This design comes from an exercise in tuning for small area, a short achievable clock period and few clock cycles on the open sky130 flow, not from production work.
Function was checked by simulation only, so behaviour that the tests miss may differ from the original.
No driver is modelled on the clock port, so clock power and skew are understated where the tree is cut down; a real chip needs a root buffer or a tree.
No activity file was given, so power comes from the tool's default toggle rates.

==> flow/design.v <==
module stackmat_decoder (
    input  wire        clk,
    input  wire        rst,           
    input  wire [11:0] spb_p,         
    input  wire [3:0]  spb_q,
    input  wire        zero_hold,     
    input  wire        cmd_start,
    input  wire        cmd_stop,
    input  wire        in_valid,
    output wire        in_ready,
    input  wire [15:0] in_sample,
    input  wire        in_last,
    output reg         res_valid,
    output reg  [2:0]  res_code,
    output wire [7:0]  res_status,
    output reg         capturing,
    output reg         running,
    output reg         is_reset,
    output reg         left_hand,
    output reg         right_hand,
    output wire [19:0] digits,
    output wire [19:0] time_ms,
    output wire [55:0] time_str
);
    localparam [2:0] RES_OK         = 3'd0;
    localparam [2:0] RES_IGNORED    = 3'd1;
    localparam [2:0] RES_SYNC_MISS  = 3'd2;
    localparam [2:0] RES_INCOMPLETE = 3'd3;
    localparam [2:0] RES_INVALID    = 3'd4;
    localparam [2:0] RES_INDET      = 3'd5;
    reg wt;       
    reg rdy;      
    assign in_ready = rdy;
    reg [11:0] p_r;
    reg [3:0]  q_r;
    reg        zh_r;
    always @(posedge clk) begin
        p_r  <= spb_p;
        q_r  <= spb_q;
        zh_r <= zero_hold;
    end
    reg v_r, last_r, zero_r, neg_r, cap_r;
    always @(posedge clk) begin
        v_r    <= in_valid & rdy & ~rst;
        last_r <= in_last;
        zero_r <= (in_sample == 16'd0);
        neg_r  <= in_sample[15];
        cap_r  <= capturing;
    end
    reg         first;        
    reg         prev;         
    reg         x_seen;       
    reg         synced;
    reg  [12:0] acc;          
    reg  [3:0]  bj;           
    reg  [3:0]  bb;           
    reg         ok;           
    reg  [5:0]  dsum;         
    reg  [27:0] sr;           
    reg         ex;           
    wire prev_e   = first | prev;
    wire sym      = zero_r ? prev_e : neg_r;
    wire synced_e = synced & ~first;
    wire x_e      = x_seen & ~first;
    wire armed    = (bb != 4'd0) | ((bj == 4'd9) & (acc != 13'd0));
    wire sync_now = ~synced_e & ~first & prev & ~sym & armed;
    wire syn_new  = synced_e | sync_now;
    wire run_chg  = first | (sym != prev);
    wire [12:0] base = run_chg ? ((~sym | synced_e) ? {1'b0, p_r} : 13'd0) : acc;
    wire [13:0] t    = {1'b0, base} + {9'd0, q_r, 1'b0};
    wire [14:0] u    = {1'b0, t} - {2'b0, p_r, 1'b0};
    wire        wrap = ~u[14];
    wire [12:0] acc_n = wrap ? u[12:0] : t[12:0];
    wire        cnt_clr = run_chg & ~synced_e;
    wire [3:0]  bj_b = cnt_clr ? 4'd0 : bj;
    wire [3:0]  bb_b = cnt_clr ? 4'd0 : bb;
    wire        full = (bb_b == 4'd9) & (bj_b != 4'd0);
    wire        step = wrap & ~full;
    wire        bj_w = (bj_b == 4'd9);
    wire [3:0]  bj_n = step ? (bj_w ? 4'd0 : bj_b + 4'd1) : bj_b;
    wire [3:0]  bb_n = (step & bj_w) ? bb_b + 4'd1 : bb_b;
    wire        complete_n = (bb_n == 4'd9) & (bj_n != 4'd0);
    wire        dbit   = synced_e & step & (bj != 4'd0) & (bj != 4'd9);
    wire [2:0]  j      = bj[2:0] - 3'd1;
    wire        is_dig = (bb != 4'd0) & (bb <= 4'd5);
    wire        keep   = dbit & ((bb == 4'd0) | (is_dig & ~bj[3] & ~bj[2]) |
                                 (is_dig & (bj == 4'd4)));
    wire [3:0]  nib    = sr[27:24];
    reg         exp_b, care, nib_chk;
    always @* begin
        care    = 1'b1;
        exp_b   = 1'b0;
        nib_chk = 1'b0;
        case (bb)
        4'd0: care = 1'b0;
        4'd1, 4'd2, 4'd3, 4'd4, 4'd5: begin
            care    = bj[3] | (bj[2] & bj[0]) | (bj[2] & bj[1]);
            exp_b   = (j == 3'd4) | (j == 3'd5);
            nib_chk = (j == 3'd4);
        end
        4'd6: exp_b = (j == 3'd6) | (~j[2] | ~j[1]) & dsum[0];   
        4'd7: exp_b = (j == 3'd1) | (j == 3'd3);               
        default: exp_b = (j == 3'd0) | (j == 3'd2) | (j == 3'd3);   
        endcase
    end
    wire nib_big = nib[3] & (nib[2] | nib[1]);
    wire bad     = dbit & care & ((sym != exp_b) | (nib_chk & nib_big));
    wire ok_n    = ~synced_e | (ok & ~bad);
    wire       ds_lo  = ~j[2] | ~j[1];                
    wire       ds_sh  = dbit & ds_lo & (bb <= 4'd6);
    wire       ds_add = is_dig & ~j[2] & sym;         
    wire       ds_cin = is_dig & (j != 3'd0) & ex;
    wire [1:0] ds_s   = {1'b0, dsum[0]} + {1'b0, ds_add} + {1'b0, ds_cin};
    wire       ds_in  = (bb == 4'd0) ? 1'b0 : is_dig ? ds_s[0] : dsum[0];
    wire [5:0] dsum_n = ds_sh ? {ds_in, dsum[5:1]} : dsum;
    wire [7:0] st = sr[7:0];
    wire ok_status = (st == 8'h20) || (st == 8'h41) || (st == 8'h43) ||
                     (st == 8'h49) || (st == 8'h4C) || (st == 8'h52) ||
                     (st == 8'h53);
    wire st_sp = ~st[6];
    wire st_s  = st[4] & st[0];
    wire st_r  = st[4] & ~st[0];
    wire st_i  = st[3] & st[0];
    wire st_l  = st[3] & ~st[0];
    wire st_c  = st[6] & ~st[4] & ~st[3] & st[1];
    wire [2:0] result =
        !cap_r                        ? RES_IGNORED    :
        (!zh_r && (x_e || zero_r))    ? RES_INDET      :
        !syn_new                      ? RES_SYNC_MISS  :
        !complete_n                   ? RES_INCOMPLETE :
        !(ok && ok_status)            ? RES_INVALID    :
                                        RES_OK;
    wire fin   = v_r & last_r;
    wire pk_ok = fin & (result == RES_OK);
    wire [18:0] tr = {dsum, acc};             
    wire [2:0]  es = bb[2:0];                 
    wire [4:0]  ek = {bb[3], bj};             
    wire [2:0]  dl = {ok, x_seen, prev};      
    wire [1:0]  ec = {ex, synced};            
    wire eng_run = wt & (es != 3'd6);
    wire apply   = wt & (es == 3'd6);         
    wire ek_end  = (ek == 5'd18);
    wire rot     = eng_run & (es <= 3'd4) & (ek < 5'd4);
    wire ea = (es != 3'd0) & ((es == 3'd5) ? tr[0] : dl[0]);
    wire eb = (es != 3'd0) & (((es == 3'd1) | (es == 3'd5)) ? dl[1] : dl[2]);
    wire ed = rot & sr[8];
    wire [2:0] esum = {2'd0, ea} + {2'd0, eb} + {2'd0, ed} +
                      ((es == 3'd0) ? 3'd0 : {1'b0, ec});
    wire [18:0] tr_e = {esum[0], tr[18:1]};
    wire [2:0]  es_e = ek_end ? es + 3'd1 : es;
    wire [4:0]  ek_e = ek_end ? 5'd0 : ek + 5'd1;
    wire [2:0]  dl_e = ek_end ? 3'd0 : {dl[1:0], tr[0]};
    wire [1:0]  ec_e = ek_end ? 2'd0 : esum[2:1];
    assign res_status = st;
    reg [3:0] dig0, dig1, dig2, dig3, dig4;
    reg [18:0] tms;           
    always @(posedge clk) begin
        if (pk_ok) begin
            {bb, bj}                   <= 8'd0;
        end else if (v_r) begin
            prev   <= sym;
            x_seen <= x_e | zero_r;
            synced <= syn_new;
            acc    <= acc_n;
            bj     <= bj_n;
            bb     <= bb_n;
            ok     <= ok_n;
            dsum   <= dsum_n;
            if (ds_sh)
                ex <= ds_s[1];
        end else if (eng_run) begin
            {dsum, acc}                <= tr_e;
            {bb[3], bj}                <= ek_e;
            bb[2:0]                    <= es_e;
            {ok, x_seen, prev}         <= dl_e;
            {ex, synced}               <= ec_e;
        end
        if (v_r & keep)
            sr <= {sym, sr[27:1]};
        else if (rot)
            sr[27:8] <= {sr[8], sr[27:9]};
    end
    always @(posedge clk) begin
        if (rst) begin
            first      <= 1'b1;
            wt         <= 1'b0;
            rdy        <= 1'b1;
            res_valid  <= 1'b0;
            capturing  <= 1'b0;
            running    <= 1'b0;
            is_reset   <= 1'b1;
            left_hand  <= 1'b0;
            right_hand <= 1'b0;
            dig0 <= 4'd0; dig1 <= 4'd0; dig2 <= 4'd0; dig3 <= 4'd0; dig4 <= 4'd0;
            tms        <= 19'd0;
        end else begin
            if (cmd_stop)
                capturing <= 1'b0;
            else if (cmd_start)
                capturing <= 1'b1;
            if (v_r)
                first <= last_r;
            if (pk_ok)
                wt <= 1'b1;
            else if (apply)
                wt <= 1'b0;
            rdy <= ~(pk_ok | (wt & ~apply) | (in_valid & rdy & in_last));
            res_valid <= (fin & ~pk_ok) | apply;
            if (apply) begin
                left_hand  <= 1'b0;
                right_hand <= 1'b0;
                if (st_sp) begin running <= 1'b1; is_reset <= 1'b0; end
                if (st_s)  begin running <= 1'b0; is_reset <= 1'b0; end
                if (st_i)  begin running <= 1'b0; is_reset <= 1'b1; end
                if (st_l)  left_hand <= 1'b1;
                if (st_r)  right_hand <= 1'b1;
                if (st_c)  begin running <= 1'b0; left_hand <= 1'b1; right_hand <= 1'b1; end
                dig0 <= sr[11:8];
                dig1 <= sr[15:12];
                dig2 <= sr[19:16];
                dig3 <= sr[23:20];
                dig4 <= sr[27:24];
                tms  <= tr;
            end
        end
    end
    always @(posedge clk)
        if (fin)
            res_code <= result;
    assign digits = {dig0, dig1, dig2, dig3, dig4};
    assign time_ms = {tms, 1'b0};
    assign time_str = {4'h3, dig0, 8'h3A, 4'h3, dig1, 4'h3, dig2,
                       8'h2E, 4'h3, dig3, 4'h3, dig4};
endmodule
Settings: LEC_CHECK=0, ABC_AREA=1, CAP_MARGIN=20, CORE_MARGIN=2, CORE_UTILIZATION=65, PLACE_DENSITY=0.75, SLEW_MARGIN=20; clock period 70.0 ns.
standard.sh (not shown) runs the stock make flow with config.mk's settings and CLKGATE_MAP_FILE= SYNTH_SCRIPT=/design/flow/synth_recipe.tcl, a recipe that flattens the netlist after the stock synthesis.
==> flow/flow/run.sh <==
#!/bin/bash
# The standard layout, with choices of its own:
#  - the port buffers are sky130_fd_sc_hd__buf_1 (every port still gets one),
#  - constant outputs share one tie cell per level instead of one each,
#  - the clock tree is rebuilt after CTS (flow/mycts.tcl): one root buffer
#    and one small leaf buffer per cluster of registers.
set -euo pipefail
export MYCTS_LEAF=sky130_fd_sc_hd__clkbuf_4
export MYCTS_ROOT=sky130_fd_sc_hd__clkbuf_8
export MYCTS_LEVELS=4
bash standard.sh \
  BUFFER_PORTS_ARGS="-buffer_cell sky130_fd_sc_hd__buf_1" \
  SKIP_REPAIR_TIE_FANOUT=1 \
  CTS_ARGS="-sink_clustering_enable -repair_clock_nets -buf_list sky130_fd_sc_hd__clkbuf_8 -dont_use_dummy_load" \
  POST_CTS_TCL="$PWD/flow/mycts.tcl" \
  finish > standard.log 2>&1
Other scripts of this flow, unchanged in this note and not shown: flow/flow/mycts.tcl
Testbench counts at the start, summed over its fixed seeds: cycles 871,062.
Then changed:
- CORE_UTILIZATION: 65 -> 55
- PLACE_DENSITY: 0.75 -> 0.7
Synthesized cell count does not change.
Cell area stays flat.
Via count shrinks by 1.3%.
Flip-flop and latch count is unchanged.
Core utilization drops by 10 points.
Hold slack barely changes.
No run of this note takes its clock network from TritonCTS; it comes from the design's own scripts or RTL.


Setup of rev 12:
stackmat_decoder, a different RTL version from the one above (not shown whole).
Size: about 780 cells after synthesis, ~170 flip-flops, about 150 I/O pins, ~8400 sq um of cells after synthesis.
export LEC_CHECK = 0
export CAP_MARGIN = 20
export CORE_MARGIN = 2
export CORE_UTILIZATION = 60
export PLACE_DENSITY = 0.75
export SLEW_MARGIN = 20
create_clock -name core_clock -period 70.0 [get_ports {clk}]
==> flow/flow/run.sh <==
#!/bin/bash
# The standard layout, with three choices of its own:
#  - the port buffers are sky130_fd_sc_hd__buf_1 (every port still gets one),
#  - constant outputs share one tie cell per level instead of one each,
#  - clock tree with clkbuf_8 only and no dummy loads.
set -euo pipefail
bash standard.sh \
  BUFFER_PORTS_ARGS="-buffer_cell sky130_fd_sc_hd__buf_1" \
  SKIP_REPAIR_TIE_FANOUT=1 \
  CTS_ARGS="-sink_clustering_enable -repair_clock_nets -buf_list sky130_fd_sc_hd__clkbuf_16 -sink_clustering_size 50 -sink_clustering_max_diameter 300 -dont_use_dummy_load" \
  finish > standard.log 2>&1
Testbench counts of rev 12, summed over its fixed seeds: cycles 854,790.
What rev 13 does differently from rev 12 at the input level:
--- a/flow/flow/run.sh
+++ b/flow/flow/run.sh
@@ -8,4 +8,4 @@
   BUFFER_PORTS_ARGS="-buffer_cell sky130_fd_sc_hd__buf_1" \
   SKIP_REPAIR_TIE_FANOUT=1 \
-  CTS_ARGS="-sink_clustering_enable -repair_clock_nets -buf_list sky130_fd_sc_hd__clkbuf_16 -sink_clustering_size 50 -sink_clustering_max_diameter 300 -dont_use_dummy_load" \
+  CTS_ARGS="-sink_clustering_enable -repair_clock_nets -buf_list sky130_fd_sc_hd__clkbuf_8 -sink_clustering_size 30 -sink_clustering_max_diameter 150 -dont_use_dummy_load" \
   finish > standard.log 2>&1
==> comparison <==
The final layouts of rev 13 and rev 12 pass the timing, design-rule and antenna checks.
When rev 13 is measured against rev 12, its clock share of power turns out 8.4 points lower.
Delta (rev 13 minus rev 12): maximum clock frequency was more or less identical; non-filler instance count after layout was more or less identical; final design area excluding fillers went down by 2.1%.
Rev 13 ends up with a met1 track demand over resource in global routing that is 0.28 points lower than in rev 12.
In rev 13, the routed length on met2 came out about 2.8% below the value in rev 12.
[compare] base=rev 12 new=rev 13: wire length after detailed routing moved down, first-pass GRT wire length lost about 1.8%.


Another version of the RTL of stackmat_decoder (not shown whole).
Size: roughly 130 flip-flops, ~150 I/O pins.
==> flow/design.v (excerpt) <==
module stackmat_decoder (
    input  wire        clk,
    input  wire        rst,           
    input  wire [11:0] spb_p,         
    input  wire [3:0]  spb_q,
    input  wire        zero_hold,     
    input  wire        cmd_start,
    input  wire        cmd_stop,
    input  wire        in_valid,
    output wire        in_ready,
    input  wire [15:0] in_sample,
    input  wire        in_last,
    output reg         res_valid,
    output reg  [2:0]  res_code,
    output wire [7:0]  res_status,
    output reg         capturing,
    output reg         running,
    output reg         is_reset,
    output reg         left_hand,
    output reg         right_hand,
    output wire [19:0] digits,
    output wire [19:0] time_ms,
    output wire [55:0] time_str
);
==> flow/config.mk <==
export PLATFORM = sky130hd
export DESIGN_NAME = stackmat_decoder
export DESIGN_NICKNAME = stackmat_decoder
export VERILOG_FILES = /design/flow/design.v
export SDC_FILE = /design/flow/constraint.sdc
export NUM_CORES = 4
export LEC_CHECK = 0
export ABC_AREA = 1
export CAP_MARGIN = 20
export CORE_MARGIN = 2
export CORE_UTILIZATION = 60
export PLACE_DENSITY = 0.75
export SLEW_MARGIN = 20
==> flow/constraint.sdc <==
create_clock -name core_clock -period 70.0 [get_ports {clk}]
set_input_delay 14.0000 -clock core_clock [delete_from_list [all_inputs] [get_ports {clk}]]
set_output_delay 14.0000 -clock core_clock [all_outputs]
set_load 0.01 [all_outputs]
==> flow/flow/run.sh <==
#!/bin/bash
# The standard layout, with choices of its own:
#  - the port buffers are sky130_fd_sc_hd__buf_1 (every port still gets one),
#  - constant outputs share one tie cell per level instead of one each,
#  - the clock tree is rebuilt after CTS (flow/mycts.tcl): one root buffer
#    and one small leaf buffer per cluster of registers.
set -euo pipefail
export MYCTS_LEAF=sky130_fd_sc_hd__clkbuf_4
export MYCTS_ROOT=sky130_fd_sc_hd__clkbuf_8
export MYCTS_LEVELS=4
bash standard.sh \
  BUFFER_PORTS_ARGS="-buffer_cell sky130_fd_sc_hd__buf_1" \
  SKIP_REPAIR_TIE_FANOUT=1 \
  CTS_ARGS="-sink_clustering_enable -repair_clock_nets -buf_list sky130_fd_sc_hd__clkbuf_8 -dont_use_dummy_load" \
  POST_CTS_TCL="$PWD/flow/mycts.tcl" \
  finish > standard.log 2>&1
Other scripts of this flow, unchanged in this note and not shown: flow/flow/mycts.tcl
Testbench counts at the start, summed over its fixed seeds: cycles 871,062.
Change:
- ABC_AREA: 1 -> unset
What happened: The new run passed the timing, design-rule and antenna checks; flip-flop and latch count stays the same; area after synthesis grows by 3.6%; worst hold slack is about the same; utilization grows by 1.3 points; via count grows by 7.6%.
No run of this note takes its clock network from TritonCTS; it comes from the design's own scripts or RTL.


Starting RTL as in the previous note.
Settings: LEC_CHECK=0, ABC_AREA=1, CAP_MARGIN=20, CORE_MARGIN=2, CORE_UTILIZATION=60, PLACE_DENSITY=0.75, SLEW_MARGIN=20; clock period 70.0 ns.
==> flow/flow/run.sh <==
#!/bin/bash
# The standard layout, with three choices of its own:
#  - the port buffers are sky130_fd_sc_hd__buf_1 (every port still gets one),
#  - constant outputs share one tie cell per level instead of one each,
#  - clock tree with clkbuf_8 only and no dummy loads.
set -euo pipefail
bash standard.sh \
  BUFFER_PORTS_ARGS="-buffer_cell sky130_fd_sc_hd__buf_1" \
  SKIP_REPAIR_TIE_FANOUT=1 \
  CTS_ARGS="-sink_clustering_enable -repair_clock_nets -buf_list sky130_fd_sc_hd__clkbuf_8 -sink_clustering_size 30 -sink_clustering_max_diameter 150 -dont_use_dummy_load" \
  finish > standard.log 2>&1
Testbench counts at the start, summed over its fixed seeds: cycles 871,062.
Next try:
ABC_AREA = not set   (was 1)
After rerunning:
- setup slack degrades by 84 ps
- global-route usage went up by 1.8 points
- die area went up by a few percent
- via count went up by a little under a tenth
- clock power hardly moves
- combinational power went down by about a fifth
- flip-flop and latch count is unchanged
- total power went down by a few percent
- synthesized area went up by a few percent
- fmax went down slightly
- routed wire length went up by roughly a tenth

[port drivers added, routing unchanged]
The results above use ideal ports. As a check the final layouts listed here were re-extracted and re-timed, cells and wires unchanged.
Step 1, drivers: a clkbuf_16 drives clk and a buf_2 each remaining input, both assumed.
Step 2, shift: input delay + t, output delay - t, t = (earliest + latest rising clock arrival at the registers) / 2. This alone moves slack from input paths to output paths.
a / b / c = ideal / step 1 / step 2; a / b = the first two.
run	t, ns	setup slack, ns	worst slew at a driven data input, ns
the first run of note 1	0.463	54.860 / 54.822 / 54.825	0.03
the second run of note 1	0.467	54.874 / 54.838 / 54.903	0.03
rev 12	0.461	54.895 / 54.852 / 54.614	0.03
rev 13	0.486	54.863 / 54.825 / 54.613	0.03
the first run of note 3	0.469	54.958 / 54.918 / 54.813	0.03
the second run of note 3	0.482	54.849 / 54.810 / 54.923	0.03
the first run of note 4	0.474	54.955 / 54.918 / 54.821	0.03
the second run of note 4	0.481	54.871 / 54.836 / 54.929	0.03
After both steps every run listed still meets setup and hold. The setup slack of rev 12, which loses most, moves by -0.043 ns with the drivers and by -0.281 ns with both steps.
